Context: an optimization exercise on an open-source flow, tuned for small area, a short achievable clock period and few clock cycles. The choices shown serve that exercise and are no tape-out recipe.
At most, simulation tests tie the RTL to the original design; equivalence was not proved.
For run 4, only the layout was checked, not whether the RTL still works.
Power is estimated from default activity; no workload was simulated.

$ cat config.mk
export PLATFORM = sky130hd
export DESIGN_NAME = fsq_table_engine
export DESIGN_NICKNAME = fsq_table_engine
export VERILOG_FILES = /design/flow/design.v
export SDC_FILE = /design/flow/constraint.sdc
export NUM_CORES = 8
export LEC_CHECK = 0
export CAP_MARGIN = 20
export CORE_MARGIN = 2
export CORE_UTILIZATION = 45
export PLACE_DENSITY = 0.6
export SLEW_MARGIN = 20
$ cat constraint.sdc
create_clock -name core_clock -period 10.0 [get_ports {clk}]
set_input_delay 2.0000 -clock core_clock [delete_from_list [all_inputs] [get_ports {clk}]]
set_output_delay 2.0000 -clock core_clock [all_outputs]
set_load 0.01 [all_outputs]
$ cat design.v
module fsq_table_engine (
    input  wire        clk,
    input  wire        rst,
    input  wire        cmd_valid,
    output wire        cmd_ready,
    input  wire [3:0]  cmd_op,
    input  wire [7:0]  cmd_a,
    input  wire [7:0]  cmd_b,
    output wire        rsp_valid,
    output wire [3:0]  rsp_err,
    output wire [2:0]  rsp_sub,
    output wire [7:0]  rsp_arg,
    output wire [16:0] rsp_result,
    output wire        rsp_tv,
    output wire [2:0]  rsp_k,
    output wire [2:0]  rsp_b
);
    localparam OP_NOP    = 4'h0, OP_CLEAR  = 4'h1, OP_APUSH = 4'h2, OP_KPUSH = 4'h3,
               OP_SETPAD = 4'h4, OP_BUILD  = 4'h5, OP_ENCB  = 4'hA, OP_DECB  = 4'hB,
               OP_PACK   = 4'hC, OP_UNPACK = 4'hD;
    localparam B_FIRST = 3'd0, B_SCAN = 3'd1, B_CHK = 3'd2, B_COL = 3'd3,
               B_FIN1  = 3'd4, B_FIN2 = 3'd5, B_FIN3 = 3'd6, B_ERR = 3'd7;
    reg [111:0] alpha_f;                 
    reg [255:0] kslot_f;                 
    reg [4:0]  alen;
    reg [5:0]  klen;
    reg [7:0]  pad;
    reg        pad_mem;                  
    reg        hi_f;  reg [3:0] hi_i;    
    reg        dup_f; reg [3:0] dup_i;   
    reg        tv, tv_o;                 
    reg [2:0]  r_k, r_b;                 
    reg        fast_ok;                  
    reg        kdup;                     
    reg [15:0] seen_a, seen_b;
    wire k4 = alen[4], k3 = alen[3], k2 = alen[2], k1 = !(alen[4] | alen[3] | alen[2]);
    wire n_sq = (alen == 5'd1) || (alen == 5'd4) || (alen == 5'd9) || (alen == 5'd16);
    function [3:0] rc_of(input [3:0] p, input f4, input f3, input f2);
        reg [3:0] t;
        begin
            t[3] = p == 4'd6 || p == 4'd7 || p == 4'd8;
            t[2] = p == 4'd3 || p == 4'd4 || p == 4'd5;
            t[1] = p == 4'd2 || p == 4'd5 || p == 4'd8;
            t[0] = p == 4'd1 || p == 4'd4 || p == 4'd7;
            rc_of = ({4{f4}} & p) | ({4{f3}} & t) | ({4{f2}} & {1'b0, p[1], 1'b0, p[0]});
        end
    endfunction
    function [3:0] mk(input [1:0] r, input [1:0] c, input f4, input f3, input f2);
        reg [3:0] t;
        begin
            t[3] = r == 2'd2 && c == 2'd2;
            t[2] = (r == 2'd1 && c != 2'd0) || (r == 2'd2 && c != 2'd2);
            t[1] = (r == 2'd0 && c == 2'd2) || (r == 2'd1 && c == 2'd0) || (r == 2'd2 && c != 2'd2);
            t[0] = (r == 2'd0 && c == 2'd1) || (r == 2'd1 && c != 2'd1) || (r == 2'd2 && c == 2'd1);
            mk = ({4{f4}} & {r, c}) | ({4{f3}} & t) | ({4{f2}} & {2'd0, r[0], c[0]});
        end
    endfunction
    function [4:0] mkb(input [1:0] r, input [1:0] c, input f4, input f3, input f2, input f1);
        reg [4:0] t;
        begin
            t[4] = r == 2'd2 && c != 2'd0;
            t[3] = !(r == 2'd2 && c != 2'd0);
            t[2] = r == 2'd1 || (r == 2'd2 && c == 2'd0);
            t[1] = (r == 2'd0 && c != 2'd0) || (r == 2'd1 && c == 2'd2) || (r == 2'd2 && c == 2'd0);
            t[0] = (r != 2'd1 && c != 2'd1) || (r == 2'd1 && c == 2'd1);
            mkb = ({5{f4}} & {1'b1, r, c}) | ({5{f3}} & t) | ({5{f2}} & {3'b001, r[0], c[0]}) |
                  {4'd0, f1};
        end
    endfunction
    function [15:0] therm(input [4:0] n);
        integer j, b;
        reg gt, eq;
        begin
            for (j = 0; j < 16; j = j + 1) begin
                gt = 1'b0; eq = 1'b1;
                for (b = 3; b >= 0; b = b - 1) begin
                    if (!j[b]) gt = gt | (eq & n[b]);
                    eq = eq & (n[b] == j[b]);
                end
                therm[j] = n[4] | gt;
            end
        end
    endfunction
    reg [2:0]  bst;
    reg        sv;                       
    reg [4:0]  sdi;
    reg        slast;
    reg [1:0]  sph;                      
    reg        dup_a, dup_b;
    reg [3:0]  min_da;                   
    reg [1:0]  sr, sc;
    reg        rst_q;
    always @(posedge clk) rst_q <= rst;
    reg       rdy, rdy_o;
    reg       e_cmd;                     
    reg       e_bld;                     
    reg [3:0] c_op;
    reg [7:0] c_a;                       
    reg [7:0] c_b;
    reg [3:0] c_ad;                      
    reg [3:0] c_au;                      
    reg [3:0] c_sa;                      
    reg [4:0] c_sb;                      
    reg       c_age, c_bge;              
    assign cmd_ready = rdy_o;
    wire       b_done;                   
    wire [4:0] scan_next;                
    wire [7:0] prt;                      
    wire [3:0] i_rc1 = rc_of(cmd_a[3:0], k4, k3, k2);
    wire [3:0] i_rc2 = rc_of(cmd_b[3:0], k4, k3, k2);
    wire [3:0] i_sa  = mk(i_rc1[3:2], i_rc2[1:0], k4, k3, k2);
    wire [4:0] i_sb  = mkb(i_rc2[3:2], i_rc1[1:0], k4, k3, k2, k1);
    wire       i_bld = cmd_valid && cmd_op == OP_BUILD;
    function ge_n(input [7:0] v, input f4, input f3, input f2, input f1);
        begin
            ge_n = (|v[7:4]) || (f3 && v[3] && (|v[2:0])) || (f2 && |v[3:2]) || (f1 && |v[3:0]);
        end
    endfunction
    always @(posedge clk) begin
        c_op <= cmd_op; c_b <= cmd_b;
        c_a  <= rdy ? cmd_a : prt;
        if (rdy) c_ad <= cmd_a[3:0];
        if (cmd_op == OP_UNPACK) c_au <= cmd_a[3:0];
        c_sa <= i_sa;
        c_sb <= rdy ? i_sb : scan_next;
        c_age <= ge_n(cmd_a, k4, k3, k2, k1);
        c_bge <= ge_n(cmd_b, k4, k3, k2, k1);
        if (rst) begin
            rdy <= 1'b1; rdy_o <= 1'b1; e_cmd <= 1'b0; e_bld <= 1'b0;
        end else if (rdy) begin
            e_cmd <= cmd_valid && !i_bld;
            e_bld <= i_bld;
            rdy <= !i_bld; rdy_o <= !i_bld;
        end else begin
            e_cmd <= 1'b0;
            e_bld <= !b_done;
            rdy <= b_done; rdy_o <= b_done;
        end
    end
    wire is_clear  = c_op == OP_CLEAR;
    wire is_apush  = c_op == OP_APUSH;
    wire is_kpush  = c_op == OP_KPUSH;
    wire is_setpad = c_op == OP_SETPAD;
    wire is_encb   = c_op == OP_ENCB;
    wire is_decb   = c_op == OP_DECB;
    wire is_pack   = c_op == OP_PACK;
    wire is_unpack = c_op == OP_UNPACK;
    wire is_ill    = !(c_op == OP_NOP || is_clear || is_apush || is_kpush || is_setpad ||
                       is_encb || is_decb || is_pack || is_unpack);
    wire [15:0] amask = therm(alen);
    reg  [15:0] cam_m;
    reg  [3:0]  cam_code;
    integer i;
    always @* begin
        cam_code = 4'd0;
        for (i = 0; i < 16; i = i + 1) begin
            cam_m[i] = (alpha_f[7*i +: 7] == c_a[6:0]) && amask[i];
            if (cam_m[i]) cam_code = cam_code | i[3:0];
        end
    end
    wire cam_hit = |cam_m;
    wire [7:0] kslot_a = kslot_f[8*c_sa +: 8];
    wire [3:0] enc_o1 = kslot_a[3:0];
    assign     prt    = kslot_f[8*c_sb +: 8];    
    wire [3:0] enc_o2 = prt[3:0];
    wire [15:0] dmask_a = {{7{k4}}, {5{k4 | k3}}, {3{k4 | k3 | k2}}, 1'b1};
    wire [31:0] dmask_b = {{14{k4}}, {2{k4 | k3}}, {7{k3}}, 1'b0, {4{k2}}, 2'b00, k1, 1'b0};
    reg [15:0] dm_a;
    reg [31:0] dm_b;
    reg [3:0]  de_a, de_b;               
    always @* begin
        de_a = 4'd0; de_b = 4'd0;
        for (i = 0; i < 16; i = i + 1) begin
            dm_a[i] = kslot_f[8*i +: 4] == c_ad && dmask_a[i];
            if (dm_a[i]) de_a = de_a | i[3:0];
        end
        for (i = 0; i < 32; i = i + 1) begin
            dm_b[i] = kslot_f[8*i +: 4] == c_b[3:0] && dmask_b[i];
            if (dm_b[i]) de_b = de_b | i[3:0];
        end
    end
    wire [3:0] rc3_a = {dm_a[6] | dm_a[7] | dm_a[8], dm_a[3] | dm_a[4] | dm_a[5],
                        dm_a[2] | dm_a[5] | dm_a[8], dm_a[1] | dm_a[4] | dm_a[7]};
    wire [3:0] rc3_b = {dm_b[15] | dm_b[16] | dm_b[17], dm_b[12] | dm_b[13] | dm_b[14],
                        dm_b[11] | dm_b[14] | dm_b[17], dm_b[10] | dm_b[13] | dm_b[16]};
    wire [3:0] rca = ({4{k4}} & de_a) | ({4{k3}} & rc3_a) | ({4{k2}} & {1'b0, de_a[1], 1'b0, de_a[0]});
    wire [3:0] rcb = ({4{k4}} & de_b) | ({4{k3}} & rc3_b) | ({4{k2}} & {1'b0, de_b[1], 1'b0, de_b[0]});
    wire [3:0] dec_o1 = mk(rca[3:2], rcb[1:0], k4, k3, k2);
    wire [3:0] dec_o2 = mk(rcb[3:2], rca[1:0], k4, k3, k2);
    wire        k_res  = !c_a[7] && cam_hit;
    wire [7:0]  k_data = c_a[7] ? 8'h90 : (cam_hit ? {4'b1000, cam_code} : {1'b0, c_a[6:0]});
    wire        k_in_b = klen >= {1'b0, alen};
    wire        kp_we  = e_cmd && is_kpush && !klen[5];
    wire        sc_we  = e_bld && bst == B_SCAN && sv && !c_a[7];
    wire [4:0]  w_idx  = e_bld ? sdi : klen[4:0];
    wire        s_in_b = sdi >= alen;
    wire        s_res  = c_a[7];
    wire        s_bad  = s_res ? c_a[4] : !cam_hit;
    wire [15:0] s_oh   = s_res ? (16'd1 << c_a[3:0]) : cam_m;
    wire        s_da   = !s_in_b && |(seen_a & s_oh);
    wire        s_db   = s_in_b && |(seen_b & s_oh);
    wire [15:0] col_oh = 16'd1 << c_a[3:0];
    wire        c_last_r = (k4 && sr == 2'd3) || (k3 && sr == 2'd2) || (k2 && sr == 2'd1) || k1;
    wire [1:0]  sr_n = c_last_r ? 2'd0 : sr + 2'd1;
    wire [1:0]  sc_n = c_last_r ? sc + 2'd1 : sc;
    assign scan_next = bst == B_SCAN ? c_sb + 5'd1 :
                       bst == B_COL ? mkb(sr, sc, k4, k3, k2, k1) : 5'd0;
    wire [3:0] min_rc = rc_of(min_da, k4, k3, k2);
    wire [3:0] i1_hi = mk(min_da[3:2], 2'd0, k4, k3, k2);
    wire [3:0] i1_lo = {2'd0, min_da[1:0]};
    wire [3:0] i2_hi = {2'd0, sc};
    wire [3:0] i2_lo = mk(sr, 2'd0, k4, k3, k2);
    wire       i2_lt = (i2_hi < i1_hi) || (i2_hi == i1_hi && i2_lo < i1_lo);
    wire [3:0] f_hi  = dup_a ? i1_hi : i2_hi;
    wire [3:0] f_lo  = dup_a ? i1_lo : i2_lo;
    wire [7:0] fin_i = k2 ? {4'd0, f_hi[1:0], f_lo[1:0]} : k1 ? 8'd0 : {f_hi, f_lo};
    wire b_pass = n_sq && !hi_f && !dup_f && pad_mem && klen == {alen, 1'b0};
    wire b_fast = fast_ok && !kdup;
    assign b_done = (bst == B_FIRST && !(b_pass && !b_fast)) ||
                    (bst == B_CHK && !dup_a && !dup_b) || bst == B_FIN3 || bst == B_ERR;
    wire q_ok  = tv && !c_age && !c_bge;
    reg        n_v;
    reg [3:0]  n_err;
    reg [2:0]  n_sub;
    reg [7:0]  n_arg;
    reg [11:0] n_res;      
    always @* begin
        n_v = 1'b0; n_err = 4'd0; n_sub = 3'd0; n_arg = 8'd0; n_res = 12'd0;
        if (e_cmd) begin
            n_v = 1'b1;
            if (is_apush && alen[4]) begin n_err = 4'd3; n_sub = 3'd5; n_arg = 8'd16; end
            if (is_kpush && klen[5]) begin n_err = 4'd4; n_sub = 3'd1; n_arg = 8'd32; end
            if (is_ill) begin n_err = 4'd1; n_sub = 3'd1; end
            if (is_encb || is_decb || is_unpack || is_pack) begin
                if (!tv) n_err = 4'd2;
                else if (!is_pack && c_age) begin n_err = 4'd6; n_sub = 3'd1; n_arg = c_a; end
                else if ((is_encb || is_decb) && c_bge) begin n_err = 4'd6; n_sub = 3'd2; n_arg = c_b; end
            end
            if (is_encb && q_ok) n_res = {1'b1, enc_o1, 3'd0, enc_o2};
            if (is_decb && q_ok) n_res = {1'b1, dec_o1, 3'd0, dec_o2};
            if (is_unpack && tv && !c_age) n_res = {1'b1, 4'd0, alpha_f[7*c_au +: 7]};
            if (is_pack && tv && k_res) n_res = {1'b1, 4'd0, 3'd0, cam_code};
        end else if (e_bld) begin
            n_v = b_done;
            if (bst == B_FIRST) begin
                if (alen == 5'd0)                 begin n_err = 4'd3; n_sub = 3'd1; end
                else if (!n_sq)                   begin n_err = 4'd3; n_sub = 3'd2; n_arg = {3'd0, alen}; end
                else if (hi_f)                    begin n_err = 4'd3; n_sub = 3'd3; n_arg = {4'd0, hi_i}; end
                else if (dup_f)                   begin n_err = 4'd3; n_sub = 3'd4; n_arg = {4'd0, dup_i}; end
                else if (!pad_mem)                begin n_err = 4'd5; n_sub = 3'd1; n_arg = pad; end
                else if (klen != {alen, 1'b0})    begin n_err = 4'd4; n_sub = 3'd2; n_arg = {2'd0, klen}; end
            end
            if (bst == B_ERR)  begin n_err = 4'd4; n_sub = 3'd3; n_arg = {3'd0, sdi - 5'd1}; end
            if (bst == B_FIN3) begin n_err = 4'd4; n_sub = 3'd4; n_arg = fin_i; end
        end
    end
    reg        r_v;
    reg [3:0]  r_err;
    reg [2:0]  r_sub;
    reg [7:0]  r_arg;
    reg [11:0] r_res;
    assign rsp_valid  = r_v;
    assign rsp_err    = r_err;
    assign rsp_sub    = r_sub;
    assign rsp_arg    = r_arg;
    assign rsp_result = {r_res[11], 4'd0, r_res[10:7], 1'b0, r_res[6:0]};
    assign rsp_tv     = tv_o;
    assign rsp_k      = r_k;
    assign rsp_b      = r_b;
    always @(posedge clk) begin
        r_err <= n_err; r_sub <= n_sub; r_arg <= n_arg; r_res <= n_res;
        if (rst) r_v <= 1'b0; else r_v <= n_v;
    end
    wire build_ok = e_bld && ((bst == B_FIRST && b_pass && b_fast) ||
                              (bst == B_CHK && !dup_a && !dup_b));
    wire tv_clr   = (e_cmd && (is_clear || is_setpad || (is_apush && !alen[4]) || (is_kpush && !klen[5]))) ||
                    (e_bld && bst == B_FIRST);
    always @(posedge clk) begin
        if (rst_q || (tv_clr && !build_ok)) begin
            tv <= 1'b0; tv_o <= 1'b0; r_k <= 3'd0; r_b <= 3'd0;
        end else if (build_ok) begin
            tv <= 1'b1; tv_o <= 1'b1;
            r_k <= {k4, k3 | k2, alen[0]};
            r_b <= {k4 | k3, k2, 1'b0};
        end
    end
    always @(posedge clk) begin
        for (i = 0; i < 32; i = i + 1)
            if ((kp_we || sc_we) && w_idx == i) kslot_f[8*i +: 8] <= k_data;
    end
    always @(posedge clk) begin
        if (rst_q) begin
            alen <= 5'd0; klen <= 6'd0; pad <= 8'h20; pad_mem <= 1'b0;
            hi_f <= 1'b0; dup_f <= 1'b0; bst <= B_FIRST;
        end else if (e_cmd) begin
            if (is_clear) begin
                alen <= 5'd0; klen <= 6'd0; pad <= 8'h20; pad_mem <= 1'b0;
                hi_f <= 1'b0; dup_f <= 1'b0;
            end
            if (is_apush && !alen[4]) begin
                for (i = 0; i < 16; i = i + 1)
                    if (alen[3:0] == i) alpha_f[7*i +: 7] <= c_a[6:0];
                alen <= alen + 5'd1;
                if (!hi_f && c_a[7]) begin hi_f <= 1'b1; hi_i <= alen[3:0]; end
                if (!dup_f && cam_hit) begin dup_f <= 1'b1; dup_i <= alen[3:0]; end
                if (c_a == pad && !pad[7]) pad_mem <= 1'b1;
                if (klen != 6'd0) fast_ok <= 1'b0;
            end
            if (is_kpush && !klen[5]) begin
                klen <= klen + 6'd1;
                if (klen == 6'd0) begin
                    fast_ok <= k_res;
                    kdup <= 1'b0;
                    seen_a <= k_in_b ? 16'd0 : cam_m;
                    seen_b <= k_in_b ? cam_m : 16'd0;
                end else begin
                    fast_ok <= fast_ok && k_res;
                    if (k_in_b) begin
                        if (|(seen_b & cam_m)) kdup <= 1'b1;
                        seen_b <= seen_b | cam_m;
                    end else begin
                        if (|(seen_a & cam_m)) kdup <= 1'b1;
                        seen_a <= seen_a | cam_m;
                    end
                end
            end
            if (is_setpad) begin
                pad <= c_a;
                pad_mem <= !c_a[7] && cam_hit;
            end
        end else if (e_bld) begin
            case (bst)
            B_FIRST: begin
                sv <= 1'b0;
                if (b_pass && !b_fast) begin
                    bst <= B_SCAN;
                    seen_a <= 16'd0; seen_b <= 16'd0;
                    dup_a <= 1'b0; dup_b <= 1'b0;
                    fast_ok <= 1'b0;
                end
            end
            B_SCAN: begin
                sv <= 1'b1; sdi <= c_sb;
                slast <= c_sb == klen[4:0] - 5'd1;
                if (sv) begin
                    if (s_bad) begin
                        bst <= B_ERR;            
                    end else begin
                        if (s_in_b) seen_b <= seen_b | s_oh;
                        else        seen_a <= seen_a | s_oh;
                        if (s_da && !dup_a) begin dup_a <= 1'b1; min_da <= sdi[3:0]; end
                        if (s_db) dup_b <= 1'b1;
                        if (slast) bst <= B_CHK;
                    end
                end
            end
            B_CHK: begin
                if (dup_b) begin
                    bst <= B_COL; sr <= 2'd0; sc <= 2'd0; sph <= 2'd0;
                    seen_b <= 16'd0;
                end else if (dup_a) begin
                    bst <= B_FIN1;
                end else begin
                    bst <= B_FIRST;
                end
            end
            B_COL: begin
                sph <= sph == 2'd2 ? 2'd0 : sph + 2'd1;
                if (sph == 2'd2) begin
                    if (|(seen_b & col_oh)) begin
                        bst <= B_FIN1;
                    end else begin
                        seen_b <= seen_b | col_oh;
                        sr <= sr_n; sc <= sc_n;
                    end
                end
            end
            B_FIN1: begin
                min_da <= min_rc;
                bst <= B_FIN2;
            end
            B_FIN2: begin
                if (dup_b && i2_lt) dup_a <= 1'b0;
                bst <= B_FIN3;
            end
            B_FIN3: begin
                bst <= B_FIRST;
            end
            default: begin  
                bst <= B_FIRST;
            end
            endcase
        end
    end
endmodule
$ cat flow/run.sh
#!/bin/bash
set -euo pipefail
bash standard.sh synth > flow_synth.log 2>&1
bash standard.sh SETUP_SLACK_MARGIN=7 finish > flow_finish.log 2>&1
$ cat standard.sh
#!/bin/bash
# synth_recipe.tcl (not shown) runs the flow's synth.tcl, then flattens the netlist and writes it again
# the make line also repeats each setting of config.mk as NAME=value (left out here)
make -C /OpenROAD-flow-scripts/flow DESIGN_CONFIG=/design/flow/config.mk WORK_HOME=/design/flow/orfs CLKGATE_MAP_FILE= SYNTH_SCRIPT=/design/flow/synth_recipe.tcl "${@:-finish}"
==> reports/summary.txt, run 1 <==
Average cell area after synthesis: 12.1 µm²
Worst hold path cell count: 2
Startpoint types: flip-flop
Hold buffers post-CTS: 0
Post-synthesis mux area share: 0.115
Clock transition at the registers of the reported paths: 60 ps
Initial antenna violation count: 4
Gr usage total: 0.311
Final hold violation count: 0
YS warnings: 1
Adder-cell share of the synthesized area: 0.0142
Synth Instances: 2376
Avg Vias per Cell: 6.53
Max VDD drop: 0.156 mV
Share of cells above drive strength 1: 0.297
Area Overhead vs Synth: 23.6%
ANT nets after route: 0
CTS Buffer Depth: 3
CTS Buf Count: 58
Core area: 63200 µm²
LEAKAGE: 12.0 nW
CTS Sinks: 530
Hpwl dp: 66800 µm
Pwr Density: 140 nW/µm²
Die area: 66100 µm²
Main combinational cell family by area after synthesis: multiplexers
Post-synthesis register bit count: 530
Final Setup Violations: 0
Initial Utilization: 0.456
DRT Wirelength: 106000 µm
Worst Hold Launch: r_k[2]
Die W: 257 µm
Nets: 2615
Register-to-Register Path Depth: 14
Post-synthesis xor/xnor area fraction: 0.0854
Worst R2R End: seen_b[9]
Max_slew headroom: 0.316
Syn Std Cell Area: 28800 µm²
Peak Freq: 0.309 GHz
Drt pass-1 iters: 9
Vias after detailed routing: 22600
H-tree depth: 2
Period utilisation layout: 0.323
DRC viols: 0
Placement Cell Area: 30200 µm²
CP Capture Type: output pin
Setup_tns: 0 ps
Skew final: 33.8 ps
Ranking of synthesized cells by area: edfxtp_1 (46%), mux4_2 (11%), dfxtp_1 (6.5%)
Most used DFF post-synth: edfxtp_1
Slew @ Worst Pin: 1030 ps
Vias in the first global route: 21700
Simple-gate share of the synthesized area: 0.114
Max-slew violation count: 0
Area leader, netlist: edfxtp_1
Final cell area excluding filler cells: 35600 µm²
Pin count of the biggest net entering global routing: 61
Hold Path Class: reg2reg
Max-cap viol count: 0
RSZ-0062 raised after global routing: yes
Global-route wire length before repair: 151000 µm
Reg2Reg Setup Slack: 6820 ps
Sequential cell area fraction in the yosys report: 0.520
Post-synth EDFFs: 437
Run status: no timing/DRC/antenna violations
Crit Path Class: reg2out
Skew-Pair Late Insertion Delay: 660 ps
Worst r2r src: c_a[4]
Fin util: 0.563
Synth Area in Compound Gates: 0.111
Async SR Flop Fraction: 0
CTS tree: yes
# IOs: 64
Critical Path Fanout Max: 2
Layout fillers: 5116
DIE HEIGHT: 257 µm
Number of buffers added on ports: 56
Unique masters post-synth: 86
WP data arrival: 1230 ps
Grt total ovfl: 0
Root buf cell: clkbuf_16
Placer Congestion: 1.00
Worst Path Required: 8000 ps
Yosys top cell area share: 0.455
Post-layout minimum cycle time: 3230 ps
Routed length per instance: 30.5 µm
Hold Path Sink: r_k[2]
DRT iter0 DRCs: 2924
Row Count: 92
## worst max path at each step
stage,slack (ps),endpoint,start
after floorplan,6570,c_sb[3],cmd_b[1]
after global placement,5620,c_sb[0],cmd_a[1]
after detailed placement,5530,seen_b[7],alen[3]
after CTS,6730,cmd_ready,rdy_o
after global routing,6730,cmd_ready,rdy_o
final,6770,cmd_ready,rdy_o
## worst max-delay path: stages (launching register included)
cell and delay [ps]:
dfxtp_4 350, buf_12 130, buf_6 120
## metrics by stage
step                hold slack, ps  setup slack [ps]  power [W]  cells
floorplan                      406              6570    0.00263   2382
global placement               491              5620    0.00270   3151
detailed placement             487              5530    0.00270   3152
CTS                            498              6730    0.00499   3400
global route                   541              6730    0.00512   3455
finish                         497              6770    0.00499   3456
## repair_timing
item | in CTS | in global routing
gates resized for setup | 429 | 138
endpoints found under the hold margin | 0 | 0
setup endpoints to repair | 676 | 602
pin swaps | 36 | 55
cloned | 11 | 4
buffers inserted | 129 | 50
## cell usage after synthesis, drive strengths merged (35+ instances only)
cell / number
edfxtp: 437
nand3: 71
xor2: 90
nor4: 43
clkbuf: 83
inv: 78
mux4: 136
nor3: 72
nor2: 154
dfxtp: 93
nand2b: 37
o21ai: 93
a22oi: 35
a21oi: 105
xnor2: 191
buf: 91
nand2: 146
nand4: 45
## layout by cell type (no fill, tap or decap), drive strengths merged, types with 43 or more instances in the layout
master,n
nor2,154
nand3,71
clkbuf,76
dfxtp,93
mux4,136
buf,262
inv,80
a21oi,105
nor3,72
xor2,90
nand4,45
nor4,43
o21ai,93
xnor2,191
edfxtp,437
nand2,146
## flip-flops by register name (all words and copies together) (netlist names), 6 cells and up
name and flops:
c_b 8, seen_a 16, pad 8, r_res 12, klen 6, seen_b 16, alpha_f 112, c_a 8
r_arg 8, kslot_f 256
## final cells by class
type / instances / area (µm²) / share of cell area
antenna: 2 / 5.00 / 0.000141
clock buffer: 72 / 1560 / 0.0437
clock inverter: 36 / 449 / 0.0126
inverter: 79 / 323 / 0.00907
multi-input combinational: 1603 / 14000 / 0.393
sequential: 530 / 15100 / 0.425
tap: 846 / 1060 / 0.0297
timing repair buffer: 287 / 3110 / 0.0872
timing repair inverter: 1 / 7.51 / 0.000211
## where the power goes
part	internal [W]	total [W]	leakage, nW	switching (W)
Clock	0.00132	0.00225	0.968	0.000929
Combinational	0.000137	0.000339	6.30	0.000202
Sequential	0.00239	0.00241	4.73	0.0000168
Total	0.00385	0.00499	12.0	0.00115
## layer usage
metal | up-vias | GRT usage | routed length (µm)
li1 | 9487 | - | -
met1 | 11200 | 0.404 | 39300
met2 | 1508 | 0.501 | 49200
met3 | 337 | 0.0559 | 10500
met4 | 2 | 0.158 | 6440
met5 | - | 0 | 8
## logic make-up (layout without fill, tap and decap cells)
family | Yosys count | in the layout
XOR/XNOR | 281 | 281
AND/OR/NAND/NOR | 658 | 662
flip-flops | 530 | 530
AO/OA/AOI/OAI | 462 | 462
other | 1 | 9
adder cells (fa/ha/maj) | 33 | 33
buffers and inverters | 253 | 475
multiplexers | 158 | 158
Testbench counts, summed over its fixed seeds: cycles 14,700.
==> inputs of run 2 (changes only) <==
--- a/design.v
+++ b/design.v
@@ -28,11 +28,12 @@
     reg        pad_mem;                  
     reg        hi_f;  reg [3:0] hi_i;    
     reg        dup_f; reg [3:0] dup_i;   
-    reg        tv, tv_o;                 
+    reg        tv;
+    reg        tv_o;                     
     reg [2:0]  r_k, r_b;                 
     reg        fast_ok;                  
     reg        kdup;                     
-    reg [15:0] seen_a, seen_b;
+    reg [15:0] seen;                     
     wire k4 = alen[4], k3 = alen[3], k2 = alen[2], k1 = !(alen[4] | alen[3] | alen[2]);
     wire n_sq = (alen == 5'd1) || (alen == 5'd4) || (alen == 5'd9) || (alen == 5'd16);
     function [3:0] rc_of(input [3:0] p, input f4, input f3, input f2);
@@ -91,7 +92,7 @@
     reg [1:0]  sr, sc;
     reg        rst_q;
     always @(posedge clk) rst_q <= rst;
-    reg       rdy, rdy_o;
+    reg       rdy;                       
     reg       e_cmd;                     
     reg       e_bld;                     
     reg [3:0] c_op;
@@ -102,7 +103,7 @@
     reg [3:0] c_sa;                      
     reg [4:0] c_sb;                      
     reg       c_age, c_bge;              
-    assign cmd_ready = rdy_o;
+    assign cmd_ready = rdy;
     wire       b_done;                   
     wire [4:0] scan_next;                
     wire [7:0] prt;                      
@@ -118,23 +119,23 @@
     endfunction
     always @(posedge clk) begin
         c_op <= cmd_op; c_b <= cmd_b;
-        c_a  <= rdy ? cmd_a : prt;
-        if (rdy) c_ad <= cmd_a[3:0];
+        c_a  <= e_bld ? prt : cmd_a;
+        if (!e_bld) c_ad <= cmd_a[3:0];
         if (cmd_op == OP_UNPACK) c_au <= cmd_a[3:0];
         c_sa <= i_sa;
-        c_sb <= rdy ? i_sb : scan_next;
+        c_sb <= e_bld ? scan_next : i_sb;
         c_age <= ge_n(cmd_a, k4, k3, k2, k1);
         c_bge <= ge_n(cmd_b, k4, k3, k2, k1);
         if (rst) begin
-            rdy <= 1'b1; rdy_o <= 1'b1; e_cmd <= 1'b0; e_bld <= 1'b0;
-        end else if (rdy) begin
+            rdy <= 1'b1; e_cmd <= 1'b0; e_bld <= 1'b0;
+        end else if (!e_bld) begin
             e_cmd <= cmd_valid && !i_bld;
             e_bld <= i_bld;
-            rdy <= !i_bld; rdy_o <= !i_bld;
+            rdy <= !i_bld;
         end else begin
             e_cmd <= 1'b0;
             e_bld <= !b_done;
-            rdy <= b_done; rdy_o <= b_done;
+            rdy <= b_done;
         end
     end
     wire is_clear  = c_op == OP_CLEAR;
@@ -189,7 +190,7 @@
     wire [3:0] dec_o2 = mk(rcb[3:2], rca[1:0], k4, k3, k2);
     wire        k_res  = !c_a[7] && cam_hit;
     wire [7:0]  k_data = c_a[7] ? 8'h90 : (cam_hit ? {4'b1000, cam_code} : {1'b0, c_a[6:0]});
-    wire        k_in_b = klen >= {1'b0, alen};
+    wire        k_fresh = klen == 6'd0 || klen == {1'b0, alen};   
     wire        kp_we  = e_cmd && is_kpush && !klen[5];
     wire        sc_we  = e_bld && bst == B_SCAN && sv && !c_a[7];
     wire [4:0]  w_idx  = e_bld ? sdi : klen[4:0];
@@ -197,8 +198,10 @@
     wire        s_res  = c_a[7];
     wire        s_bad  = s_res ? c_a[4] : !cam_hit;
     wire [15:0] s_oh   = s_res ? (16'd1 << c_a[3:0]) : cam_m;
-    wire        s_da   = !s_in_b && |(seen_a & s_oh);
-    wire        s_db   = s_in_b && |(seen_b & s_oh);
+    wire        s_fresh = sdi == 5'd0 || sdi == alen;    
+    wire        s_dup  = !s_fresh && |(seen & s_oh);
+    wire        s_da   = !s_in_b && s_dup;
+    wire        s_db   = s_in_b && s_dup;
     wire [15:0] col_oh = 16'd1 << c_a[3:0];
     wire        c_last_r = (k4 && sr == 2'd3) || (k3 && sr == 2'd2) || (k2 && sr == 2'd1) || k1;
     wire [1:0]  sr_n = c_last_r ? 2'd0 : sr + 2'd1;
@@ -275,14 +278,13 @@
                               (bst == B_CHK && !dup_a && !dup_b));
     wire tv_clr   = (e_cmd && (is_clear || is_setpad || (is_apush && !alen[4]) || (is_kpush && !klen[5]))) ||
                     (e_bld && bst == B_FIRST);
+    wire tv_n = !rst_q && (build_ok || (tv && !tv_clr));
+    wire tv_r = tv_n && n_v;
     always @(posedge clk) begin
-        if (rst_q || (tv_clr && !build_ok)) begin
-            tv <= 1'b0; tv_o <= 1'b0; r_k <= 3'd0; r_b <= 3'd0;
-        end else if (build_ok) begin
-            tv <= 1'b1; tv_o <= 1'b1;
-            r_k <= {k4, k3 | k2, alen[0]};
-            r_b <= {k4 | k3, k2, 1'b0};
-        end
+        tv   <= tv_n;
+        tv_o <= tv_r;
+        r_k  <= tv_r ? {k4, k3 | k2, alen[0]} : 3'd0;
+        r_b  <= tv_r ? {k4 | k3, k2, 1'b0} : 3'd0;
     end
     always @(posedge clk) begin
         for (i = 0; i < 32; i = i + 1)
@@ -308,20 +310,13 @@
             end
             if (is_kpush && !klen[5]) begin
                 klen <= klen + 6'd1;
+                seen <= (k_fresh ? 16'd0 : seen) | cam_m;
                 if (klen == 6'd0) begin
                     fast_ok <= k_res;
                     kdup <= 1'b0;
-                    seen_a <= k_in_b ? 16'd0 : cam_m;
-                    seen_b <= k_in_b ? cam_m : 16'd0;
                 end else begin
                     fast_ok <= fast_ok && k_res;
-                    if (k_in_b) begin
-                        if (|(seen_b & cam_m)) kdup <= 1'b1;
-                        seen_b <= seen_b | cam_m;
-                    end else begin
-                        if (|(seen_a & cam_m)) kdup <= 1'b1;
-                        seen_a <= seen_a | cam_m;
-                    end
+                    if (!k_fresh && |(seen & cam_m)) kdup <= 1'b1;
                 end
             end
             if (is_setpad) begin
@@ -334,7 +329,6 @@
                 sv <= 1'b0;
                 if (b_pass && !b_fast) begin
                     bst <= B_SCAN;
-                    seen_a <= 16'd0; seen_b <= 16'd0;
                     dup_a <= 1'b0; dup_b <= 1'b0;
                     fast_ok <= 1'b0;
                 end
@@ -346,8 +340,7 @@
                     if (s_bad) begin
                         bst <= B_ERR;            
                     end else begin
-                        if (s_in_b) seen_b <= seen_b | s_oh;
-                        else        seen_a <= seen_a | s_oh;
+                        seen <= (s_fresh ? 16'd0 : seen) | s_oh;
                         if (s_da && !dup_a) begin dup_a <= 1'b1; min_da <= sdi[3:0]; end
                         if (s_db) dup_b <= 1'b1;
                         if (slast) bst <= B_CHK;
@@ -357,7 +350,7 @@
             B_CHK: begin
                 if (dup_b) begin
                     bst <= B_COL; sr <= 2'd0; sc <= 2'd0; sph <= 2'd0;
-                    seen_b <= 16'd0;
+                    seen <= 16'd0;
                 end else if (dup_a) begin
                     bst <= B_FIN1;
                 end else begin
@@ -367,10 +360,10 @@
             B_COL: begin
                 sph <= sph == 2'd2 ? 2'd0 : sph + 2'd1;
                 if (sph == 2'd2) begin
-                    if (|(seen_b & col_oh)) begin
+                    if (|(seen & col_oh)) begin
                         bst <= B_FIN1;
                     end else begin
-                        seen_b <= seen_b | col_oh;
+                        seen <= seen | col_oh;
                         sr <= sr_n; sc <= sc_n;
                     end
                 end
==> reports/summary.txt, run 2 <==
Run status: no timing/DRC/antenna violations (unchanged)
Number of buffers added on ports: 56 (unchanged)
Hold Path Class: reg2reg (unchanged)
Hold Path Sink: r_arg[6] (was r_k[2])
DRT Wirelength: 97300 µm (was 106000 µm)
Post-layout minimum cycle time: 3250 ps (was 3230 ps)
Max_slew headroom: 0.235 (was 0.316)
Synth Instances: 2262 (was 2376)
Routed length per instance: 30.1 µm (was 30.5 µm)
Worst r2r src: c_a[0] (was c_a[4])
Global-route wire length before repair: 140000 µm (was 151000 µm)
CTS tree: yes (unchanged)
Final hold violation count: 0 (unchanged)
Top reg by flops: kslot_f (unchanged)
Worst Path Required: 10550 ps (was 8000 ps)
Gr usage total: 0.301 (was 0.311)
Critical Path Fanout Max: 7 (was 2)
Total power: 0.00497 W (was 0.00499 W)
Register-to-Register Path Depth: 12 (was 14)
Worst Hold Launch: c_b[6] (was r_k[2])
H-tree depth: 2 (unchanged)
RSZ-0062 raised after global routing: yes (unchanged)
Slew @ Worst Pin: 1150 ps (was 1030 ps)
CTS Buffer Depth: 3 (unchanged)
Clock transition at the registers of the reported paths: 60 ps (about the same)
Yosys top cell area share: 0.457 (was 0.455)
Average cell area after synthesis: 12.2 µm² (was 12.1 µm²)
Grt total ovfl: 0 (unchanged)
ANT nets after route: 0 (unchanged)
Share of cells above drive strength 1: 0.288 (was 0.297)
Unique masters post-synth: 82 (was 86)
Row Count: 90 (was 92)
Peak Freq: 0.308 GHz (was 0.309 GHz)
Period utilisation layout: 0.325 (was 0.323)
Pwr Density: 145 nW/µm² (was 140 nW/µm²)
Hpwl dp: 60800 µm (was 66800 µm)
CTS Sinks: 515 (was 530)
Final Setup Violations: 0 (unchanged)
Startpoint types: flip-flop (unchanged)
CTS Buf Count: 56 (was 58)
Reg2Reg Setup Slack: 6750 ps (was 6820 ps)
Leading cell type in the layout, fill and taps excluded: edfxtp_1 (unchanged)
Most frequent cell after synthesis: edfxtp_1 (unchanged)
Crit Path Class: reg2reg (was reg2out)
Root buf cell: clkbuf_16 (unchanged)
LEAKAGE: 11.5 nW (was 12.0 nW)
WP data arrival: 3800 ps (was 1230 ps)
Post-synthesis register bit count: 515 (was 530)
DRC viols: 0 (unchanged)
# IOs: 64 (unchanged)
DIE HEIGHT: 252 µm (was 257 µm)
Pin count of the biggest net entering global routing: 69 (was 61)
Crit path from: c_a[0] (was rdy_o)
DRT iter0 DRCs: 2823 (was 2924)
Max VDD drop: 0.152 mV (was 0.156 mV)
Initial antenna violation count: 1 (was 4)
Worst hold path cell count: 2 (unchanged)
Drt pass-1 iters: 9 (unchanged)
Initial Utilization: 0.457 (was 0.456)
Avg Vias per Cell: 6.52 (was 6.53)
Largest register FFs: 256 (unchanged)
Syn Std Cell Area: 27700 µm² (was 28800 µm²)
Area leader, netlist: edfxtp_1 (unchanged)
Sequential cell area fraction in the yosys report: 0.524 (was 0.520)
Placer Congestion: 0.954 (was 1.00)
CP Capture Type: flip-flop (was output pin)
YS warnings: 1 (unchanged)
Area Overhead vs Synth: 23.9% (was 23.6%)
Max-cap viol count: 0 (unchanged)
Skew final: 32.8 ps (was 33.8 ps)
Fin util: 0.567 (was 0.563)
Hold buffers post-CTS: 0 (unchanged)
Max-slew violation count: 0 (unchanged)
Setup_tns: 0 ps (unchanged)
Core area: 60600 µm² (was 63200 µm²)
Vias in the first global route: 20400 (was 21700)
Skew-Pair Late Insertion Delay: 640 ps (was 660 ps)
Worst R2R End: r_res[2] (was seen_b[9])
Die W: 252 µm (was 257 µm)
Async SR Flop Fraction: 0 (unchanged)
Synth top cells by count: edfxtp_1 (421), xor2_1 (177), nor2_1 (170), xnor2_1 (143), mux4_2 (135) (was edfxtp_1 (437), xnor2_1 (191), nor2_1 (153), nand2_1 (145), mux4_2 (136))
Most used DFF post-synth: edfxtp_1 (unchanged)
Post-synth EDFFs: 421 (was 437)
Largest registers: kslot_f: 256 flops, alpha_f: 112 flops, seen: 16 flops (was kslot_f: 256 flops, alpha_f: 112 flops)
Ranking of synthesized cells by area: edfxtp_1 (46%), mux4_2 (11%), dfxtp_1 (6.8%) (was edfxtp_1 (46%), mux4_2 (11%), dfxtp_1 (6.5%))
Die area: 63500 µm² (was 66100 µm²)
Most frequent cells in the layout: edfxtp_1 (421), xor2_1 (167), xnor2_1 (142), mux4_2 (135), nor2_1 (130) (was edfxtp_1 (437), xnor2_1 (184), buf_4 (162), nand2_1 (137), mux4_2 (136))
Nets: 2453 (was 2615)
Vias after detailed routing: 21100 (was 22600)
==> run 2: what timing repair did <==
action	CTS	global route
pin swaps	47	33
gates cloned	17	6
endpoints found under the setup margin	646	453
setup buffers	85	44
resized for setup	408	168
==> run 2: routing by layer <==
| layer | vias to the layer above | GRT usage | wire (µm) |
|---|---|---|---|
| met5 | - | 0 | 94 |
| met3 | 303 | 0.0528 | 9690 |
| met1 | 10500 | 0.404 | 37400 |
| met4 | 2 | 0.147 | 5610 |
| li1 | 8923 | - | - |
| met2 | 1383 | 0.475 | 44500 |
==> run 2: report_power, final <==
group	switching (W)	leakage, nW	internal (W)	total (W)
combinational	0.000211	5.93	0.000149	0.000360
clock	0.000902	0.973	0.00137	0.00227
sequential	0.0000153	4.58	0.00232	0.00234
==> run 2: area by class of cell <==
cell class	count	area, µm²
repair inverters	2	15.0
fillers	4921	26300
inverters	52	221
repair buffers	241	2820
flip-flops and latches	515	14600
multi-input cells	1535	13600
well taps	782	978
clock buffers	72	1600
diodes	1	2.50
clock inverters	31	428
==> run 2: kinds of logic after synthesis <==
logic type | count (synthesis) | share of synthesized area
and+or+nand+nor | 610 | 0.109
DFF | 515 | 0.524
AOI/OAI and AO/OA | 407 | 0.100
xor gates and xnor gates | 320 | 0.101
buffers and inverters | 222 | 0.0342
muxes | 159 | 0.119
adders and majority gates | 28 | 0.0126
other | 1 | 0.000135
==> run 2: worst max path at each step <==
stage              endpoint  cells past startpoint
6_report           r_res[2]                     12
5_1_grt            r_res[2]                     13
3_3_place_gp        c_sb[0]                     10
4_1_cts        kslot_f[160]                      6
3_5_place_dp        c_sb[0]                     10
2_1_floorplan       c_sb[0]                     10
==> run 2: per-stage QoR <==
stage | setup WS [ps] | std cells | hold WS [ps] | cell area, µm²
6_report | 6750 | 3231 | 488 | 34300
3_5_place_dp | 5390 | 2975 | 477 | 29000
5_1_grt | 6750 | 3230 | 517 | 34300
4_1_cts | 6690 | 3180 | 496 | 33000
3_3_place_gp | 5470 | 2975 | 475 | 29000
2_1_floorplan | 6410 | 2268 | 406 | 28000
==> run 2: worst max-delay path, cell delays in order, from the launching register on <==
cell and delay, ps:
dfxtp_4 390, bufbuf_16 290, xor2_1 170, nor4_2 300, nand3_1 260, nand4_1 280, nor4b_4 70, buf_6 150
buf_4 130, buf_4 130, or4_4 530, o221ai_2 200, o21a_1 260
Testbench counts of run 2, summed over its fixed seeds: cycles 14,700.
==> inputs of run 3 (changes only) <==
--- a/design.v
+++ b/design.v
@@ -19,7 +19,7 @@
                OP_SETPAD = 4'h4, OP_BUILD  = 4'h5, OP_ENCB  = 4'hA, OP_DECB  = 4'hB,
                OP_PACK   = 4'hC, OP_UNPACK = 4'hD;
     localparam B_FIRST = 3'd0, B_SCAN = 3'd1, B_CHK = 3'd2, B_COL = 3'd3,
-               B_FIN1  = 3'd4, B_FIN2 = 3'd5, B_FIN3 = 3'd6, B_ERR = 3'd7;
+               B_FIN1  = 3'd4, B_FIN2 = 3'd5, B_ERR = 3'd7;
     reg [111:0] alpha_f;                 
     reg [255:0] kslot_f;                 
     reg [4:0]  alen;
@@ -213,14 +213,14 @@
     wire [3:0] i1_lo = {2'd0, min_da[1:0]};
     wire [3:0] i2_hi = {2'd0, sc};
     wire [3:0] i2_lo = mk(sr, 2'd0, k4, k3, k2);
-    wire       i2_lt = (i2_hi < i1_hi) || (i2_hi == i1_hi && i2_lo < i1_lo);
-    wire [3:0] f_hi  = dup_a ? i1_hi : i2_hi;
-    wire [3:0] f_lo  = dup_a ? i1_lo : i2_lo;
+    wire       use1  = dup_a && (min_da[3:2] == 2'd0 || !dup_b);
+    wire [3:0] f_hi  = use1 ? i1_hi : i2_hi;
+    wire [3:0] f_lo  = use1 ? i1_lo : i2_lo;
     wire [7:0] fin_i = k2 ? {4'd0, f_hi[1:0], f_lo[1:0]} : k1 ? 8'd0 : {f_hi, f_lo};
     wire b_pass = n_sq && !hi_f && !dup_f && pad_mem && klen == {alen, 1'b0};
     wire b_fast = fast_ok && !kdup;
     assign b_done = (bst == B_FIRST && !(b_pass && !b_fast)) ||
-                    (bst == B_CHK && !dup_a && !dup_b) || bst == B_FIN3 || bst == B_ERR;
+                    (bst == B_CHK && !dup_a && !dup_b) || bst == B_FIN2 || bst == B_ERR;
     wire q_ok  = tv && !c_age && !c_bge;
     reg        n_v;
     reg [3:0]  n_err;
@@ -254,7 +254,7 @@
                 else if (klen != {alen, 1'b0})    begin n_err = 4'd4; n_sub = 3'd2; n_arg = {2'd0, klen}; end
             end
             if (bst == B_ERR)  begin n_err = 4'd4; n_sub = 3'd3; n_arg = {3'd0, sdi - 5'd1}; end
-            if (bst == B_FIN3) begin n_err = 4'd4; n_sub = 3'd4; n_arg = fin_i; end
+            if (bst == B_FIN2) begin n_err = 4'd4; n_sub = 3'd4; n_arg = fin_i; end
         end
     end
     reg        r_v;
@@ -335,7 +335,7 @@
             end
             B_SCAN: begin
                 sv <= 1'b1; sdi <= c_sb;
-                slast <= c_sb == klen[4:0] - 5'd1;
+                slast <= scan_next == klen[4:0];
                 if (sv) begin
                     if (s_bad) begin
                         bst <= B_ERR;            
@@ -373,10 +373,6 @@
                 bst <= B_FIN2;
             end
             B_FIN2: begin
-                if (dup_b && i2_lt) dup_a <= 1'b0;
-                bst <= B_FIN3;
-            end
-            B_FIN3: begin
                 bst <= B_FIRST;
             end
             default: begin  
==> flow/run.sh (replaced) <==
#!/bin/bash
set -euo pipefail
bash standard.sh synth > flow_synth.log 2>&1
bash standard.sh SETUP_SLACK_MARGIN=6.85 finish > flow_finish.log 2>&1
--- a/config.mk
+++ b/config.mk
@@ -8,5 +8,7 @@
 export CAP_MARGIN = 20
 export CORE_MARGIN = 2
 export CORE_UTILIZATION = 45
+export CTS_CLUSTER_DIAMETER = 100
+export CTS_CLUSTER_SIZE = 25
 export PLACE_DENSITY = 0.6
 export SLEW_MARGIN = 20
==> reports/summary.txt, run 3 <==
Hold Path Class: reg2reg (unchanged)
Routed length per instance: 31.0 µm (was 30.1 µm)
CTS Buffer Depth: 3 (unchanged)
Main combinational cell family by area after synthesis: multiplexers (unchanged)
Peak Freq: 0.306 GHz (was 0.308 GHz)
Final Setup Violations: 0 (unchanged)
Share of cells above drive strength 1: 0.262 (was 0.288)
Synth top cells by count: edfxtp_1 (421), xor2_1 (181), nor2_1 (148), mux4_2 (135), xnor2_1 (130) (was edfxtp_1 (421), xor2_1 (177), nor2_1 (170), xnor2_1 (143), mux4_2 (135))
Pwr Density: 122 nW/µm² (was 145 nW/µm²)
Yosys top cell area share: 0.453 (was 0.457)
Post-layout minimum cycle time: 3270 ps (was 3250 ps)
DRC viols: 0 (unchanged)
Adder-cell share of the synthesized area: 0.0108 (was 0.0126)
Skew-Pair Late Insertion Delay: 630 ps (was 640 ps)
Post-synthesis mux area share: 0.117 (was 0.119)
Area leader, netlist: edfxtp_1 (unchanged)
DRT Wirelength: 99100 µm (was 97300 µm)
Max-slew violation count: 0 (unchanged)
GR Util met3: 0.0536 (was 0.0528)
YS warnings: 1 (unchanged)
Crit Path Class: reg2reg (unchanged)
CTS Sinks: 515 (unchanged)
Row Count: 91 (was 90)
Grt met2 use: 0.493 (was 0.475)
Post-synth EDFFs: 421 (unchanged)
Number of buffers added on ports: 56 (unchanged)
Core area: 61500 µm² (was 60600 µm²)
Hold buffers post-CTS: 0 (unchanged)
# IOs: 64 (unchanged)
Placer Congestion: 1.01 (was 0.954)
Setup_tns: 0 ps (unchanged)
DRT iter0 DRCs: 2594 (was 2823)
Slew @ Worst Pin: 1110 ps (was 1150 ps)
Leading cell type in the layout, fill and taps excluded: edfxtp_1 (unchanged)
Most frequent cells in the layout: edfxtp_1 (421), xor2_1 (174), mux4_2 (135), buf_4 (134), xnor2_1 (121) (was edfxtp_1 (421), xor2_1 (167), xnor2_1 (142), mux4_2 (135), nor2_1 (130))
Initial antenna violation count: 2 (was 1)
Grt total ovfl: 0 (unchanged)
Hpwl dp: 64400 µm (was 60800 µm)
Placed Cells: 3006 (was 2975)
CTS Buf Count: 28 (was 56)
Run status: no timing/DRC/antenna violations (unchanged)
Final hold violation count: 0 (unchanged)
Synth Area in Compound Gates: 0.105 (was 0.100)
Largest registers: kslot_f: 256 flops, alpha_f: 112 flops, seen: 16 flops (unchanged)
Vias in the first global route: 20600 (was 20400)
Avg Vias per Cell: 6.59 (was 6.52)
Placement Cell Area: 29100 µm² (was 29000 µm²)
Nets: 2435 (was 2453)
RSZ-0062 raised after global routing: yes (unchanged)
Die area: 64000 µm² (was 63500 µm²)
Final cell area excluding filler cells: 32800 µm² (was 34300 µm²)
Syn Std Cell Area: 27900 µm² (was 27700 µm²)
GR peak layer: met2 (unchanged)
Layout fillers: 5188 (was 4921)
Most frequent cell after synthesis: edfxtp_1 (unchanged)
Synth Instances: 2271 (was 2262)
WP data arrival: 3550 ps (was 3800 ps)
Post-synthesis register bit count: 515 (unchanged)
Global-route wire length before repair: 144000 µm (was 140000 µm)
Max_slew headroom: 0.257 (was 0.235)
Area Overhead vs Synth: 17.5% (was 23.9%)
Sequential cell area fraction in the yosys report: 0.521 (was 0.524)
Critical Path Fanout Max: 8 (was 7)
Most used DFF post-synth: edfxtp_1 (unchanged)
Worst Path Required: 10290 ps (was 10550 ps)
Global Route met1 Usage: 0.405 (was 0.404)
CTS tree: yes (unchanged)
Initial Utilization: 0.454 (was 0.457)
Average cell area after synthesis: 12.3 µm² (was 12.2 µm²)
Gr usage total: 0.307 (was 0.301)
Period utilisation layout: 0.327 (was 0.325)
Ranking of synthesized cells by area: edfxtp_1 (45%), mux4_2 (11%), dfxtp_1 (6.7%) (was edfxtp_1 (46%), mux4_2 (11%), dfxtp_1 (6.8%))
Max-cap viol count: 0 (unchanged)
Largest register FFs: 256 (unchanged)
Root buf cell: clkbuf_16 (unchanged)
Top reg by flops: kslot_f (unchanged)
Pin count of the biggest net entering global routing: 65 (was 69)
H-tree depth: 1 (was 2)
Startpoint types: flip-flop (unchanged)
CP Capture Type: flip-flop (unchanged)
Post-synthesis xor/xnor area fraction: 0.0989 (was 0.101)
Die W: 253 µm (was 252 µm)
Clock transition at the registers of the reported paths: 100 ps (was 60 ps)
Fin cells: 3201 (was 3231)
Drt pass-1 iters: 8 (was 9)
Max VDD drop: 0.145 mV (was 0.152 mV)
Async SR Flop Fraction: 0 (unchanged)
Simple-gate share of the synthesized area: 0.109 (about the same)
Vias after detailed routing: 21100 (about the same)
Skew final: 32.4 ps (was 32.8 ps)
LEAKAGE: 11.0 nW (was 11.5 nW)
Multi-input gate area in the final layout: 13500 µm² (was 13600 µm²)
ANT nets after route: 0 (unchanged)
Storage element area: 14600 µm² (about the same)
Unique masters post-synth: 94 (was 82)
DIE HEIGHT: 253 µm (was 252 µm)
==> run 3: cell types whose count changed in the layout (fill, tap and decap cells not counted), sizes merged, moves of 10 or more <==
cell / delta
a21oi: +10
xnor2: -13
a31oi: +11
nor2: -21
nand2: -10
clkbuf: -31
inv: +11
o21ai: +14
clkinvlp: -10
==> run 3: path summary, 6_finish.rpt <==
check,endpoint,depth (start not counted),startpoint,slack [ps]
setup / recovery,seen[13],12,c_a[6],6730
setup reg to reg,seen[13],12,c_a[6],6730
hold reg to reg,sdi[1],0,c_sb[1],490
hold / removal,sdi[1],0,c_sb[1],490
==> run 3: worst max-delay path, cell delays in order (launching register included) <==
cell and delay [ps]:
dfxtp_4 370, buf_12 150, xor2_1 190, nor4_4 500
o2111ai_2 260, nand4_1 220, nor4_4 70, buf_6 150
mux2_4 270, o21a_1 200, nor3_4 160, buf_6 170
o2bb2ai_4 220
==> run 3: cell families (layout without fill, tap and decap cells) <==
| kind of cell | Yosys count | count (layout) |
|---|---|---|
| AO/OA/AOI/OAI | 435 | 437 |
| XOR/XNOR | 313 | 313 |
| adder cells (fa/ha/maj) | 24 | 24 |
| buffers and inverters | 223 | 353 |
| flip-flops | 515 | 515 |
| multiplexers | 157 | 157 |
| other | 1 | 8 |
| AND/OR/NAND/NOR | 603 | 604 |
==> run 3: repair_timing <==
action	4_1_cts	5_1_grt
setup buffers	92	31
resized for setup	405	87
pin swaps	35	37
setup endpoints to repair	650	333
gates cloned	18	1
==> run 3: layout make-up <==
cell class	instances	share of cell area
well taps	790	0.0302
clock buffers	40	0.0237
repair buffers	242	0.0776
diodes	1	0.0000764
clock inverters	12	0.00420
inverters	58	0.00710
flip-flops and latches	515	0.446
multi-input cells	1542	0.411
repair inverters	1	0.000229
==> run 3: where the power goes <==
part / internal, W / switching, W
Combinational: 0.000137 / 0.000202
Sequential: 0.00232 / 0.0000141
Clock: 0.000570 / 0.000757
Total: 0.00303 / 0.000973
==> run 3: per-stage QoR <==
stage / total power [W] / worst slack [ps] / hold slack, ps / util
final: 0.00400 / 6730 / 489 / 0.533
after global placement: 0.00263 / 5480 / 433 / 0.473
after floorplan: 0.00256 / 6580 / 406 / -
after CTS: 0.00400 / 6840 / 488 / 0.524
after global routing: 0.00410 / 6640 / 506 / 0.533
after detailed placement: 0.00263 / 5500 / 434 / 0.473
==> run 3: metal layers <==
metal | wire, µm | vias up | part of all wire
met5 | 0 | - | 0
met4 | 6160 | 0 | 0.062
met3 | 9510 | 323 | 0.096
met2 | 45700 | 1394 | 0.46
met1 | 37800 | 10500 | 0.38
li1 | - | 8870 | -
Testbench counts of run 3, summed over its fixed seeds: cycles 14,700.
==> inputs of run 4 (changes only) <==
--- a/design.v
+++ b/design.v
@@ -98,8 +98,6 @@
     reg [3:0] c_op;
     reg [7:0] c_a;                       
     reg [7:0] c_b;
-    reg [3:0] c_ad;                      
-    reg [3:0] c_au;                      
     reg [3:0] c_sa;                      
     reg [4:0] c_sb;                      
     reg       c_age, c_bge;              
@@ -120,8 +118,6 @@
     always @(posedge clk) begin
         c_op <= cmd_op; c_b <= cmd_b;
         c_a  <= e_bld ? prt : cmd_a;
-        if (!e_bld) c_ad <= cmd_a[3:0];
-        if (cmd_op == OP_UNPACK) c_au <= cmd_a[3:0];
         c_sa <= i_sa;
         c_sb <= e_bld ? scan_next : i_sb;
         c_age <= ge_n(cmd_a, k4, k3, k2, k1);
@@ -172,7 +168,7 @@
     always @* begin
         de_a = 4'd0; de_b = 4'd0;
         for (i = 0; i < 16; i = i + 1) begin
-            dm_a[i] = kslot_f[8*i +: 4] == c_ad && dmask_a[i];
+            dm_a[i] = kslot_f[8*i +: 4] == c_a[3:0] && dmask_a[i];
             if (dm_a[i]) de_a = de_a | i[3:0];
         end
         for (i = 0; i < 32; i = i + 1) begin
@@ -241,7 +237,7 @@
             end
             if (is_encb && q_ok) n_res = {1'b1, enc_o1, 3'd0, enc_o2};
             if (is_decb && q_ok) n_res = {1'b1, dec_o1, 3'd0, dec_o2};
-            if (is_unpack && tv && !c_age) n_res = {1'b1, 4'd0, alpha_f[7*c_au +: 7]};
+            if (is_unpack && tv && !c_age) n_res = {1'b1, 4'd0, alpha_f[7*c_a[3:0] +: 7]};
             if (is_pack && tv && k_res) n_res = {1'b1, 4'd0, 3'd0, cam_code};
         end else if (e_bld) begin
             n_v = b_done;
==> reports/summary.txt, run 4 <==
DRT Wirelength: 98700 µm (was 99100 µm)
Hold Path Class: reg2reg (unchanged)
Most frequent cell after synthesis: edfxtp_1 (unchanged)
Clock transition at the registers of the reported paths: 100 ps (about the same)
YS warnings: 1 (unchanged)
Ant. Diodes: 0 (was 1)
Synth Instances: 2229 (was 2271)
Placement Cell Area: 28800 µm² (was 29100 µm²)
Layout fillers: 4914 (was 5188)
Final hold violation count: 0 (unchanged)
Max-slew violation count: 0 (unchanged)
Die area: 63000 µm² (was 64000 µm²)
Hold buffers post-CTS: 0 (unchanged)
Skew final: 37.9 ps (was 32.4 ps)
Max-cap viol count: 0 (unchanged)
Drt pass-1 iters: 8 (unchanged)
Avg Vias per Cell: 6.67 (was 6.59)
WP data arrival: 3540 ps (was 3550 ps)
Initial antenna violation count: 0 (was 2)
Worst setup endpoint: kslot_f[254] (was seen[13])
Leading cell type in the layout, fill and taps excluded: edfxtp_1 (unchanged)
Period utilisation layout: 0.325 (was 0.327)
Sequential cell area fraction in the yosys report: 0.520 (was 0.521)
Worst r2r src: c_op[1] (was c_a[6])
Crit path from: c_op[1] (was c_a[6])
Ranking of synthesized cells by area: edfxtp_1 (45%), mux4_2 (11%), dfxtp_1 (6.9%) (was edfxtp_1 (45%), mux4_2 (11%), dfxtp_1 (6.7%))
Top reg by flops: kslot_f (unchanged)
Initial Utilization: 0.455 (was 0.454)
DIE HEIGHT: 251 µm (was 253 µm)
Area Overhead vs Synth: 19.6% (was 17.5%)
Synth top cells by count: edfxtp_1 (413), xnor2_1 (181), nor2_1 (146), mux4_2 (134), xor2_1 (121) (was edfxtp_1 (421), xor2_1 (181), nor2_1 (148), mux4_2 (135), xnor2_1 (130))
CTS tree: yes (unchanged)
Async SR Flop Fraction: 0 (unchanged)
Global-route wire length before repair: 138000 µm (was 144000 µm)
Hold slack: 517 ps (was 489 ps)
Row Count: 90 (was 91)
CTS Buf Count: 28 (unchanged)
Vias after detailed routing: 21300 (was 21100)
Worst R2R End: kslot_f[254] (was seen[13])
Final Setup Violations: 0 (unchanged)
Gr usage total: 0.299 (was 0.307)
Setup_tns: 0 ps (unchanged)
Register-to-Register Path Depth: 7 (was 12)
Startpoint types: flip-flop (unchanged)
Fin util: 0.544 (was 0.533)
Storage element area: 14300 µm² (was 14600 µm²)
Yosys top cell area share: 0.452 (was 0.453)
Vias in the first global route: 19900 (was 20600)
Worst Path Required: 10290 ps (about the same)
Critical Path Fanout Max: 10 (was 8)
LEAKAGE: 11.0 nW (about the same)
Core area: 60400 µm² (was 61500 µm²)
Root buf cell: clkbuf_16 (unchanged)
H-tree depth: 1 (unchanged)
Peak Freq: 0.308 GHz (was 0.306 GHz)
Crit Path Class: reg2reg (unchanged)
Slew @ Worst Pin: 1090 ps (was 1110 ps)
Average cell area after synthesis: 12.3 µm² (about the same)
Reg2Reg Setup Slack: 6750 ps (was 6730 ps)
DRC viols: 0 (unchanged)
Skew-Pair Late Insertion Delay: 640 ps (was 630 ps)
CP Capture Type: flip-flop (unchanged)
Hpwl dp: 62200 µm (was 64400 µm)
CTS Sinks: 507 (was 515)
Largest registers: kslot_f: 256 flops, alpha_f: 112 flops, seen: 16 flops (unchanged)
Final WS setup: 6750 ps (was 6730 ps)
ANT nets after route: 0 (unchanged)
Most used DFF post-synth: edfxtp_1 (unchanged)
Final cell area excluding filler cells: 32800 µm² (about the same)
# IOs: 64 (unchanged)
Largest register FFs: 256 (unchanged)
Pin count of the biggest net entering global routing: 61 (was 65)
Run status: no timing/DRC/antenna violations (unchanged)
Pwr Density: 121 nW/µm² (was 122 nW/µm²)
Area leader, netlist: edfxtp_1 (unchanged)
Routed length per instance: 30.9 µm (was 31.0 µm)
Number of buffers added on ports: 56 (unchanged)
Grt total ovfl: 0 (unchanged)
CTS Buffer Depth: 3 (unchanged)
Placer Congestion: 0.955 (was 1.01)
Multi-input gate area in the final layout: 13400 µm² (was 13500 µm²)
Post-synthesis register bit count: 507 (was 515)
Share of cells above drive strength 1: 0.273 (was 0.262)
Max_slew headroom: 0.269 (was 0.257)
Most frequent cells in the layout: edfxtp_1 (413), xnor2_1 (173), buf_4 (155), mux4_2 (134), xor2_1 (120) (was edfxtp_1 (421), xor2_1 (174), mux4_2 (135), buf_4 (134), xnor2_1 (121))
Nets: 2438 (was 2435)
Post-synth EDFFs: 413 (was 421)
Max VDD drop: 0.144 mV (was 0.145 mV)
Post-layout minimum cycle time: 3250 ps (was 3270 ps)
DRT iter0 DRCs: 2760 (was 2594)
Syn Std Cell Area: 27500 µm² (was 27900 µm²)
Unique masters post-synth: 87 (was 94)
Setup slack at placement: 5190 ps (was 5500 ps)
Die W: 251 µm (was 253 µm)
RSZ-0062 raised after global routing: yes (unchanged)
[run 4: metal layers]
layer	track usage	wire [µm]
met1	0.420	38200
met2	0.460	43700
met3	0.0562	11200
met4	0.120	5610
met5	0	0
[run 4: power by group]
part	switching (W)	total (W)	internal [W]
logic	0.000216	0.000362	0.000146
clock network	0.000764	0.00133	0.000571
registers	0.0000103	0.00229	0.00228
total	0.000990	0.00399	0.00300
[run 4: critical path, stage by stage, from the launching register on]
cell and delay, ps:
dfxtp_1 620, nand2_1 350, nor3_1 220, buf_4 220
nand2_1 220, o31ai_2 230, nand2_2 500, nor2_4 520
[run 4: through the flow]
step                      cells  total power, W
after detailed placement   2952         0.00260
final                      3195         0.00399
after CTS                  3124         0.00396
after global routing       3195         0.00409
after floorplan            2235         0.00253
after global placement     2952         0.00260
[run 4: logic make-up (layout without fill, tap and decap cells)]
family / Yosys count / after routing / synth area share
AO/OA/AOI/OAI: 431 / 432 / 0.107
XOR/XNOR: 302 / 302 / 0.0963
adder cells (fa/ha/maj): 25 / 25 / 0.0113
buffers and inverters: 215 / 383 / 0.0357
flip-flops: 507 / 507 / 0.520
multiplexers: 172 / 172 / 0.124
other: 1 / 7 / 0.000137
AND/OR/NAND/NOR: 576 / 585 / 0.105
[run 4: cell type report]
type / instances / area share
clock buffers: 43 / 0.0237
flip-flops and latches: 507 / 0.437
multi-input cells: 1523 / 0.409
repair buffers: 279 / 0.0888
repair inverters: 1 / 0.000229
clock inverters: 9 / 0.00469
well taps: 782 / 0.0298
inverters: 51 / 0.00652
[run 4: worst min-delay path by stage]
| stage | startpoint | end | slack, ps | cells after the start |
|---|---|---|---|---|
| after floorplan | c_sb[2] | sdi[2] | 410 | 0 |
| after global placement | alen[3] | dup_i[3] | 490 | 0 |
| after detailed placement | c_b[7] | r_arg[7] | 480 | 2 |
| after CTS | c_b[7] | r_arg[7] | 510 | 2 |
| after global routing | c_b[4] | r_arg[4] | 530 | 2 |
| final | e_bld | e_cmd | 520 | 1 |
[run 4: timing repair]
action | in CTS | in global routing
setup buffers | 106 | 60
pin swaps | 53 | 59
gates cloned | 14 | 10
resized for setup | 360 | 119
setup endpoints to repair | 630 | 366

-- port drivers added, routing unchanged --
How much do the figures lean on ideal ports? The routed layouts below were timed once more, with nothing changed but the port constraints.
Step 1 sets driving cells, clkbuf_16 on the clock port and buf_2 on the other inputs (assumed; they add their load-dependent delay and slew).
Step 2 also shifts input and output timing later by t, the mid clock arrival at the registers, as if the neighbouring blocks saw the same clock.
a / b / c = ideal ports / drivers / drivers and shift; a / b = the first two.
run	t (ns)	setup WS [ns]	worst setup path after step 2	clock arrival spread, ns	slew at the worst register clock pin (ns)
run 1	0.704	6.768 / 6.705 / 6.326	input to register	0.033 / 0.034	0.07 / 0.07
run 2	0.691	6.748 / 6.748 / 6.261	input to register	0.032 / 0.033	0.07 / 0.07
run 3	0.679	6.733 / 6.733 / 6.260	input to register	0.033 / 0.032	0.11 / 0.11
run 4	0.692	6.754 / 6.754 / 6.220	input to register	0.038 / 0.038	0.12 / 0.12
After both steps every run listed still meets setup and hold. For run 4, which loses most, drivers alone change the setup slack by 0.000 ns; drivers and shift together by -0.534 ns.
